This design comes from an exercise in tuning for small area, a short achievable clock period and few clock cycles per item on the open sky130 flow, not from production work.
No run shown here included a check of the RTL's function; only the layout flow was run.
No activity file was given, so power comes from the tool's default toggle rates.

### flow/config.mk
export PLATFORM = sky130hd
export DESIGN_NAME = fxc_conv
export DESIGN_NICKNAME = fxc_conv
export VERILOG_FILES = /design/flow/design.v
export SDC_FILE = /design/flow/constraint.sdc
export NUM_CORES = 4
export LEC_CHECK = 0
export CAP_MARGIN = 20
export CORE_MARGIN = 2
export CORE_UTILIZATION = 40
export CTS_CLUSTER_DIAMETER = 100
export CTS_CLUSTER_SIZE = 30
export SLEW_MARGIN = 20
### flow/constraint.sdc
create_clock -name core_clock -period 12.0 [get_ports {clk}]
set_input_delay 2.4000 -clock core_clock [delete_from_list [all_inputs] [get_ports {clk}]]
set_output_delay 2.4000 -clock core_clock [all_outputs]
set_load 0.01 [all_outputs]
### flow/design.v
module fxc_conv (
    input  wire        clk,
    input  wire        rst,         
    input  wire        in_valid,
    output wire        in_ready,
    input  wire [31:0] in_cmd,
    input  wire [63:0] in_opnd,
    output reg         out_valid,
    output reg  [63:0] out_data,
    output reg  [1:0]  out_cause,   
    output reg  [2:0]  out_rd
);
    assign in_ready = 1'b1;
    integer i;
    wire [3:0] op  = in_cmd[31:28];
    wire [1:0] ws  = in_cmd[7:6];
    wire [5:0] n   = in_cmd[5:0];
    wire op_ok   = !op[3] && (op[2:0] != 3'd0);
    wire is_conv = (op[2:1] == 2'b11);
    wire row_ok  = op_ok && (in_cmd[27:14] == 14'd0) &&
                   (is_conv || (in_cmd[13:11] == 3'd0));
    wire fmt_ok  = ws[1] ? (ws[0] || !n[5]) : (!n[5] && !n[4] && (ws[0] || !n[3]));
    wire [1:0] cause = !row_ok ? 2'd1 : (!fmt_ok ? 2'd2 : 2'd0);
    wire       op_fix = (op == 4'd6);
    wire [1:0] asel   = {ws[1] | op_fix, ws[0] & !op_fix};
    reg [63:0] u_in;
    always @(*) begin
        case (asel)
            2'd0:    u_in = {in_opnd[7:0],  56'd0};
            2'd1:    u_in = {in_opnd[15:0], 48'd0};
            2'd2:    u_in = {in_opnd[31:0], 32'd0};
            default: u_in = in_opnd;
        endcase
    end
    reg        v0;
    reg [63:0] u0;
    reg [2:0]  op0;
    reg        ok0;
    reg [1:0]  ws0;
    reg [5:0]  n0;
    reg [2:0]  rd0;
    reg [1:0]  c0;
    always @(posedge clk) begin
        if (rst) v0 <= 1'b0;
        else     v0 <= in_valid;
        u0  <= u_in;
        op0 <= op[2:0];
        ok0 <= (cause == 2'd0);
        ws0 <= ws;
        n0  <= n;
        rd0 <= (cause == 2'd0) ? in_cmd[10:8] : 3'd0;
        c0  <= cause;
    end
    wire is_scale = (op0 == 3'd1);
    wire is_fmax  = (op0 == 3'd2);
    wire is_fmin  = (op0 == 3'd3);
    wire is_lmax  = (op0 == 3'd4);
    wire is_lmin  = (op0 == 3'd5);
    wire is_tofix = (op0 == 3'd6);
    wire is_toflt = (op0 == 3'd7);
    reg [5:0]  wm1;
    reg [63:0] fix_max;
    always @(*) begin
        case (ws0)
            2'd0:    begin wm1 = 6'd7;  fix_max = 64'h0000_0000_0000_007F; end
            2'd1:    begin wm1 = 6'd15; fix_max = 64'h0000_0000_0000_7FFF; end
            2'd2:    begin wm1 = 6'd31; fix_max = 64'h0000_0000_7FFF_FFFF; end
            default: begin wm1 = 6'd63; fix_max = 64'h7FFF_FFFF_FFFF_FFFF; end
        endcase
    end
    wire [7:0] kexpm1 = {2'b00, wm1 - n0} + 8'd126;
    wire        us = u0[63];
    wire [62:0] t  = u0[62:0] ^ {63{us}};
    reg  [5:0]  lzc;
    always @(*) begin
        lzc = 6'd63;
        for (i = 0; i < 63; i = i + 1)
            if (t[i]) lzc = 6'd62 - i[5:0];
    end
    wire tzero = (t == 63'd0);
    reg [63:0] x_flt;
    always @(*) begin
        x_flt[63] = 1'b0;
        for (i = 0; i < 63; i = i + 1)
            x_flt[i] = u0[62 - i];
    end
    wire        f_s = u0[63];
    wire [7:0]  f_e = u0[62:55];
    wire [22:0] f_m = u0[54:32];
    wire        f_nan = (f_e == 8'hFF) && (f_m != 23'd0);
    wire [8:0]  f_q   = {1'b0, f_e} + {3'b000, n0};
    wire        f_sat = (f_q >= {2'b00, wm1} + 9'd127);   
    wire        f_big = (f_q <= 9'd126);                   
    wire [5:0]  f_r   = 6'd62 - f_q[5:0];                  
    wire lim    = ok0 && (is_fmax || is_fmin || (is_tofix && f_sat));
    wire lim_lo = is_fmin || (is_tofix && f_s && !f_nan);
    wire kill   = !ok0 || (is_tofix && f_big);
    reg [63:0] x;
    reg [5:0]  a;
    reg        fill;
    always @(*) begin
        x    = 64'd0;
        a    = 6'd0;
        fill = 1'b0;
        if (is_toflt) begin
            x = x_flt;
            a = lzc;
        end
        if (is_tofix) begin
            x    = {~f_s, f_m ^ {23{f_s}}, {40{f_s}}};
            a    = f_r;
            fill = f_s;
        end
        if (is_scale) begin
            x = {1'b1, 63'd0};
            a = ~n0;
        end
        if (is_lmax) begin
            x    = {64{1'b1}};
            fill = 1'b1;
        end
    end
    wire [127:0] p1 = {{64{fill}}, x} >> {a[5:3], 3'b000};
    reg        v1;
    reg [63:0] x1;
    reg [2:0]  a1;
    reg        fill1, sgn1, flt1, neg1;
    reg [7:0]  e1;
    reg [2:0]  rd1;
    reg [1:0]  c1;
    always @(posedge clk) begin
        if (rst) v1 <= 1'b0;
        else     v1 <= v0;
        x1    <= lim ? (lim_lo ? ~fix_max : fix_max) : (kill ? 64'd0 : p1[63:0]);
        a1    <= (lim || kill) ? 3'd0 : a[2:0];
        fill1 <= fill && !kill;
        sgn1  <= is_toflt ? us : is_lmin;
        flt1  <= ok0 && (is_toflt || is_lmax || is_lmin);
        neg1  <= ok0 && is_tofix && f_s && !f_sat && !f_big;
        e1    <= (is_toflt && tzero && !us) ? 8'd0 : (kexpm1 - {2'b00, a});
        rd1   <= rd0;
        c1    <= c0;
    end
    wire [127:0] p2 = {{64{fill1}}, x1} >> a1;
    wire [63:0]  r2 = p2[63:0];
    reg [22:0] mant;
    always @(*) begin
        for (i = 0; i < 23; i = i + 1)
            mant[i] = r2[23 - i] ^ sgn1;        
    end
    wire g   = r2[24] ^ sgn1;                   
    wire l   = r2[23] ^ sgn1;                   
    wire st  = |r2[63:25];                      
    wire inc = sgn1 ? (g || (!st && l)) : (g && (st || l));
    wire [22:0] frac = mant + {22'd0, inc};
    wire        ovf  = (&mant) && inc;
    wire [7:0]  fexp = ovf ? (e1 + 8'd1) : e1;
    wire [63:0] fix_res = r2 + {63'd0, neg1};
    always @(posedge clk) begin
        if (rst) out_valid <= 1'b0;
        else     out_valid <= v1;
        out_data  <= flt1 ? {32'd0, sgn1, fexp, frac} : fix_res;
        out_cause <= c1;
        out_rd    <= rd1;
    end
endmodule
### flow/flow/run.sh
#!/bin/bash
# Standard ORFS layout, with timing repair aimed below the clock period.
set -euo pipefail
bash standard.sh SETUP_SLACK_MARGIN=8.8 finish > flow_make.log 2>&1
### flow/standard.sh
#!/bin/bash
# synth_recipe.tcl (not shown) runs the flow's synth.tcl, then flattens the netlist and writes it again
# the make line also repeats each setting of config.mk as NAME=value (left out here)
make -C /OpenROAD-flow-scripts/flow DESIGN_CONFIG=/design/flow/config.mk WORK_HOME=/design/flow/orfs CLKGATE_MAP_FILE= SYNTH_SCRIPT=/design/flow/synth_recipe.tcl "${@:-finish}"
==> results of run 1 <==
==> critical path, cell delays in order, from the launching register on <==
cell     delay, ns
dfxtp_4       0.43
buf_12        0.15
buf_16        0.13
buf_6         0.10
mux4_2        0.56
nor4_2        0.27
nand2_1       0.09
o41a_1        0.14
o41ai_4       0.37
buf_6         0.19
xnor2_4       0.12
ha_4          0.17
ha_4          0.15
nand4_1       0.19
nor2_1        0.19
mux2i_1       0.28
xor2_1        0.22
o21ai_0       0.11
==> layout by cell type, fill, tap and decap left out, types with 35 or more instances in the layout <==
cell,Yosys,layout
a21oi_1,116,96
and2_1,50,46
and3_1,43,39
buf_2,19,44
buf_4,6,130
buf_6,6,85
clkdlybuf4s50_1,0,82
dfxtp_1,237,183
dfxtp_2,0,41
inv_1,53,42
mux2i_1,119,97
mux4_2,49,55
nand2_1,173,145
nand3_1,73,52
nor2_1,201,176
o211ai_1,35,35
o21ai_0,159,72
o21ai_1,2,36
o21ai_2,0,49
xnor2_1,92,78
==> flip-flops by register name (all words and copies together), names as in the netlist <==
signal and cells:
ws0 2, fill1 1, out_valid 1, u0 64, v1 1, c0 2
out_rd 3, op0 3, v0 1, sgn1 1, ok0 1, n0 6
rd1 3, out_data 64, x1 64, c1 2, out_cause 2, e1 8
neg1 1, rd0 3, flt1 1, a1 3
==> cell usage after synthesis (13+ instances only) <==
cell	instances	area share, %
a211oi_1	13	0.55
a21o_1	13	0.55
a21oi_1	116	3.3
a22o_1	16	0.80
a31oi_1	21	0.75
and2_1	50	1.8
and3_1	43	1.5
buf_1	17	0.36
buf_2	19	0.54
clkbuf_1	107	2.3
dfxtp_1	237	27
ha_1	28	2.0
inv_1	53	1.1
mux2_2	26	1.7
mux2i_1	119	6.8
mux4_2	49	6.3
nand2_1	173	3.7
nand2b_1	24	0.85
nand3_1	73	2.1
nand4_1	26	0.92
nor2_1	201	4.3
nor2b_1	32	1.1
nor3_1	50	1.4
nor4_1	32	1.1
o211ai_1	35	1.5
o21ai_0	159	4.5
o221ai_1	14	0.70
o22ai_1	16	0.57
or2_2	17	0.60
or3_1	26	0.92
or4_1	13	0.55
xnor2_1	92	4.6
xor2_1	28	1.4
==> layout make-up <==
class	instances	area (um2)	area share (%)
repair buffers	408	4357	17.41
clock buffers	16	379.1	1.515
multi-input cells	1697	14350	57.33
flip-flops and latches	237	4845	19.36
inverters	55	229.0	0.9150
clock inverters	10	136.4	0.5450
well taps	585	732.0	2.925
==> layer usage <==
metal  vias to the layer above  track usage [%]  part of all wire [%]
met4                         2            17.07                   6.0
li1                       8441                -                     -
met5                         -                0                 0.021
met2                       921            55.55                    48
met3                       226            5.199                   7.0
met1                      9032            39.06                    39
==> repair_timing <==
| item | CTS | global route |
|---|---|---|
| endpoints found under the setup margin | 279 | 258 |
| resized for setup | 723 | 206 |
| pin swaps | 139 | 113 |
| setup buffers | 159 | 38 |
| hold endpoints to repair | 0 | 0 |
| cloned | 23 | 2 |
==> worst paths after layout <==
check,slack (ns),startpoint,cells after the start,to
worst min-delay path,0.34,c1[0],0,out_cause[0]
worst min register to register,0.34,c1[0],0,out_cause[0]
worst max register to register,8.00,a1[0],17,out_data[20]
worst max-delay path,8.00,a1[0],17,out_data[20]
==> cell families (layout without fill, tap and decap cells) <==
logic type	Yosys count	in the layout
adders and majority gates	31	31
DFF	237	237
other	1	1
buffers and inverters	215	489
AOI/OAI and AO/OA	535	537
and+or+nand+nor	795	798
muxes	208	209
xor gates and xnor gates	121	121
==> power groups by stage <==
stage               Sequential, mW  Clock, mW  Combinational (mW)
finish                       0.874      0.588               0.639
global route                 0.877      0.623               0.675
CTS                          0.869      0.602               0.586
detailed placement           0.894          0               0.437
global placement             0.894          0               0.432
floorplan                    0.851          0               0.333
==> stage by stage <==
step           cells  instance area (um2)  utilization (%)
3_5_place_dp    2760                20020            46.28
4_1_cts         2968                23840            55.11
6_report        3008                25030            57.84
5_1_grt         3008                25030            57.84
2_1_floorplan   2143                18500                -
3_3_place_gp    2760                20020            46.28
==> flow_summary.yaml, run 1 <==
timing:
  finalCriticalPeriod_ns: 4.002
  finalSetupViolations: 0
  drv_slew: 0
  rsz0062_at_grt: "true"
  slew_headroom_pct: 26.29
  setup_slack_ns: 7.998
  hold_ws_ns: 0.3390
  fin_setup_tns_ns: 0
  worst_pin_slew_ns: 1.102
  final_hold_viol_count: 0
  clock.fmax_mhz: 249.9
  skew_ns: 0.01730
  period_share_pct: 33.35
yosys:
  muxShareOfSynthArea_pct: 16.63
  syn-cell-area_um2: 17610
  synth_top_family_by_area: "simple AND/OR/NAND/NOR gates"
  synthArstFlopShare_pct: 0
  synthCells: 2143
  post_synth_and_or_nand_nor_area_fraction_pct: 22.67
  synthFlopType: "dfxtp_1"
  synth_warnings: 1
  synth_xor_area_share_pct: 6.097
  synth_edf_count: 0
  yosys.area_share.adder_pct: 2.331
  ys_types: 97
  synth_compound_area_share_pct: 19.83
  syn_avg_cell_area_um2: 8.217
  synth_seq_cells: 237
  syn-num-nets: 2273
  ys_seq_area_share_pct: 26.95
power_and_ir_drop:
  p_total_mw: 2.101
  power.internal_mw: 1.387
  swShare_pct: 34.01
  leakagePower_nw: 10.01
  switchingPower_mw: 0.7146
  power.density_nw_per_um2: 83.96
  pwr-share-comb_pct: 30.4
  pwr-share-seq_pct: 41.6
  peakVddDrop_mv: 0.1040
  clkPwrFrac_pct: 28.0
detailed_routing:
  ant_nets: 0
  route.detailed.drc: 0
  routedWlPerCell_um: 25.27
  dr.pass1.iters: 7
  via_count: 18622
  wl_um: 76000
  vias_per_cell: 6.191
  drt_iter0_markers: 1972
setup_path:
  critPathLaunchType: "flip-flop"
  cp.arrival_ns: 4.39
  required_ns: 12.39
  endpoint_kind: "flip-flop"
  path_max_fanout: 7
  critical_path_class: "flip-flop to flip-flop"
placement:
  dp_slack_ns: 6.652
  io_buffers: 168
  place_hpwl_um: 52030
  place_congestion: 0.9990
floorplanning:
  core.rowCount: 76
  initial_core_util_pct: 40.70
  die-height_um: 213.8
  dieArea_um2: 45710
  io_pins: 170
  die_w_um: 213.8
  core-area_um2: 43270
clock_tree:
  clkSinkCount: 237
  htree_levels: 1
  cts_root_buffer: "clkbuf_16"
  cts_buffer_depth: 3
  clk_latency_ns: 0.54
  cts_buffers: 15
  postCtsHoldBufs: 0
  cts_tree: "built"
  clk_pin_slew_ns: 0.11
global_routing:
  overflow: 0
  antenna_found_initial: 3
  track_usage_pct: 32.40
  grt_max_degree: 74
  grt_pass1_wl_um: 112100
  first_global_vias: 17997
status:
  outcome: "timing/DRC/antenna clean"
hold_path:
  hold_class: "flip-flop to flip-flop"
finish:
  antenna_cells: 0
  fill_cells: 3841
  nets: 2544
  area_growth_pct: 42.12
  drive_gt1_share_pct: 35.49
flow_run:
  drv_cap: 0
==> inputs of run 2 (changes only) <==
--- a/flow/config.mk
+++ b/flow/config.mk
@@ -9,5 +9,3 @@
 export CORE_MARGIN = 2
 export CORE_UTILIZATION = 40
-export CTS_CLUSTER_DIAMETER = 100
-export CTS_CLUSTER_SIZE = 30
 export SLEW_MARGIN = 20
==> run 2 against run 1 <==
Net effect:
- critical path type unchanged
- clock power increased by 48%
- critical endpoint is now out_data[16]
- worst setup slack got worse by 0.0039 ns
- clock skew increased by 0.0035 ns
- total power increased by 13%
- routed wire length decreased by 0.72%
- largest cell class unchanged
==> flow_summary.yaml, run 2 <==
clock_tree:
  clk_latency_ns: 0.58
  cts_root_buffer: "clkbuf_16"
  cts_buffers: 27
  cts_buffer_depth: 3
  cts_tree: "built"
  postCtsHoldBufs: 0
  clkSinkCount: 237
  clk_pin_slew_ns: 0.07
  htree_levels: 1
finish:
  seqCellArea_um2: 4840
  antenna_cells: 0
  fin_util_pct: 57.41
  area_growth_pct: 41.08
  nets: 2535
  finalInstanceArea_um2: 24840
  multi_input_area_um2: 14070
  top_regs: "out_data x64, u0 x64, x1 x64"
  fill_cells: 3886
  layout_common_cells: "185 x nor2_1, 185 x dfxtp_1, 151 x nand2_1, 135 x buf_4, 98 x a21oi_1"
  drive_gt1_share_pct: 33.70
  final_cells: 3009
timing:
  worst_pin_slew_ns: 1.050
  finalSetupViolations: 0
  fin_setup_tns_ns: 0
  rsz0062_at_grt: "true"
  finalCriticalPeriod_ns: 4.006
  slew_headroom_pct: 29.74
  skew_ns: 0.02079
  final_hold_viol_count: 0
  clock.fmax_mhz: 249.6
  period_share_pct: 33.38
  drv_slew: 0
yosys:
  ys_types: 97
  synthArstFlopShare_pct: 0
  synthFlopType: "dfxtp_1"
  synth_edf_count: 0
  synth_warnings: 1
  syn-cell-area_um2: 17610
  synth_seq_cells: 237
  yosys.area.top_type: "dfxtp_1"
  synth.most_common_cell: "dfxtp_1"
  netlist_top_cells_count: "237 x dfxtp_1, 201 x nor2_1, 173 x nand2_1, 159 x o21ai_0, 119 x mux2i_1"
  synth_top_area_share_pct: 26.95
  synthCells: 2143
  syn_avg_cell_area_um2: 8.217
  yosys-top-cells-area: "dfxtp_1 27%, mux2i_1 6.8%, mux4_2 6.3%"
  syn-num-nets: 2273
  ys_seq_area_share_pct: 26.95
power_and_ir_drop:
  leakagePower_nw: 9.928
  power.density_nw_per_um2: 95.67
  peakVddDrop_mv: 0.1040
floorplanning:
  core-area_um2: 43270
  io_pins: 170
  core.rowCount: 76
  die-height_um: 213.8
  initial_core_util_pct: 40.70
  dieArea_um2: 45710
  die_w_um: 213.8
placement:
  place_congestion: 0.9990
  io_buffers: 168
  place_hpwl_um: 52030
  placed_area_um2: 20020
  dp_cells: 2760
setup_path:
  endpoint_kind: "flip-flop"
  critPathLaunchType: "flip-flop"
  critical_path_class: "flip-flop to flip-flop"
  cp.arrival_ns: 4.44
  rr_worst_depth: 16
  required_ns: 12.44
  path_max_fanout: 8
global_routing:
  track_usage_pct: 32.19
  antenna_found_initial: 2
  overflow: 0
  first_global_vias: 17923
  grt_max_degree: 74
  grt_pass1_wl_um: 111500
detailed_routing:
  wl_um: 75450
  vias_per_cell: 6.172
  route.detailed.drc: 0
  via_count: 18573
  ant_nets: 0
  dr.pass1.iters: 6
  drt_iter0_markers: 1907
  routedWlPerCell_um: 25.08
status:
  outcome: "timing/DRC/antenna clean"
flow_run:
  drv_cap: 0
hold_path:
  holdPathStages: 0
  hold_class: "flip-flop to flip-flop"
## run 2: cell counts after synthesis
No cell type changed its count.
## run 2: what timing repair did
action / CTS / global route
gates resized for setup: 628 / 197
endpoints found under the setup margin: 279 / 255
pin swaps: 97 / 115
buffers inserted: 131 / 44
gates cloned: 23 / 3
## run 2: layout make-up
cell class | instances | share of cell area, %
clock buffer | 32 | 2.876
inverter | 55 | 0.9016
sequential | 237 | 19.48
multi-input combinational | 1698 | 56.64
tap | 585 | 2.947
clock inverter | 16 | 0.8260
timing repair buffer | 386 | 16.33
## run 2: through the flow
stage          hold slack [ns]  power [mW]  setup WS, ns
5_1_grt                 0.3328       2.460         7.900
3_5_place_dp            0.3147       1.331         6.652
2_1_floorplan           0.3096       1.184         8.043
3_3_place_gp            0.3113       1.326         6.732
6_report                0.3265       2.376         7.994
4_1_cts                 0.3293       2.312         8.079
## run 2: power by group
group	switching (mW)	leakage [nW]	total [mW]	internal (mW)
combinational	0.331	7.53	0.631	0.300
sequential	0.0616	1.95	0.877	0.815
clock	0.357	0.441	0.869	0.512
## run 2: worst paths after layout
| check | slack, ns | startpoint | end |
|---|---|---|---|
| hold reg to reg | 0.33 | c1[0] | out_cause[0] |
| setup reg to reg | 7.99 | a1[0] | out_data[16] |
| hold / removal | 0.33 | c1[0] | out_cause[0] |
| setup / recovery | 7.99 | a1[0] | out_data[16] |
## run 2: critical path: stages (launching register included)
cell and delay [ns]:
dfxtp_4 0.45, buf_16 0.16, mux4_2 0.54, or3_4 0.40
o41ai_2 0.21, nand4_1 0.20, o41ai_4 0.34, buf_6 0.19
xnor2_4 0.12, ha_4 0.17, ha_4 0.14, nand4_1 0.17
buf_4 0.22, o21a_1 0.20, o21ai_2 0.14, xnor2_1 0.14
mux2i_1 0.08
## run 2: cell families after synthesis
logic type | share of synthesized area [%]
compound gates | 19.83
xor+xnor | 6.097
fa+ha+maj | 2.331
buf+inv | 5.479
flops | 26.95
mux | 16.63
other cells | 0.02130
simple gates | 22.67
## run 2: metal layers
metal  global-route usage, %  up-vias  wire length (um)
met2                   54.41      981             36130
met1                   39.43     8955             29250
li1                        -     8420                 -
met3                   5.170      215              5793
met5                       0        -                12
met4                   17.03        2              4263

separate check: timing with driven ports:
In the flow no input, the clock included, has a driving cell. The finished layouts below were timed again as built, in two steps. Step 1, drivers: a clkbuf_16 drives clk and a buf_2 each remaining input, both assumed. Step 2 moves the port delays by t, midway between the first and last clock arrival at a register: inputs arrive t later, outputs are due t later. That takes back most of the time a late clock gives input paths. Three values: ideal ports, drivers, drivers and shift; two values: the first two.
| run | t (ns) | setup WS [ns] | worst register clock-pin slew, ns |
|---|---|---|---|
| run 1 | 0.589 | 7.998 / 7.998 / 7.998 | 0.11 / 0.11 |
| run 2 | 0.629 | 7.994 / 7.994 / 7.994 | 0.07 / 0.07 |
After both steps every run listed still meets setup and hold.
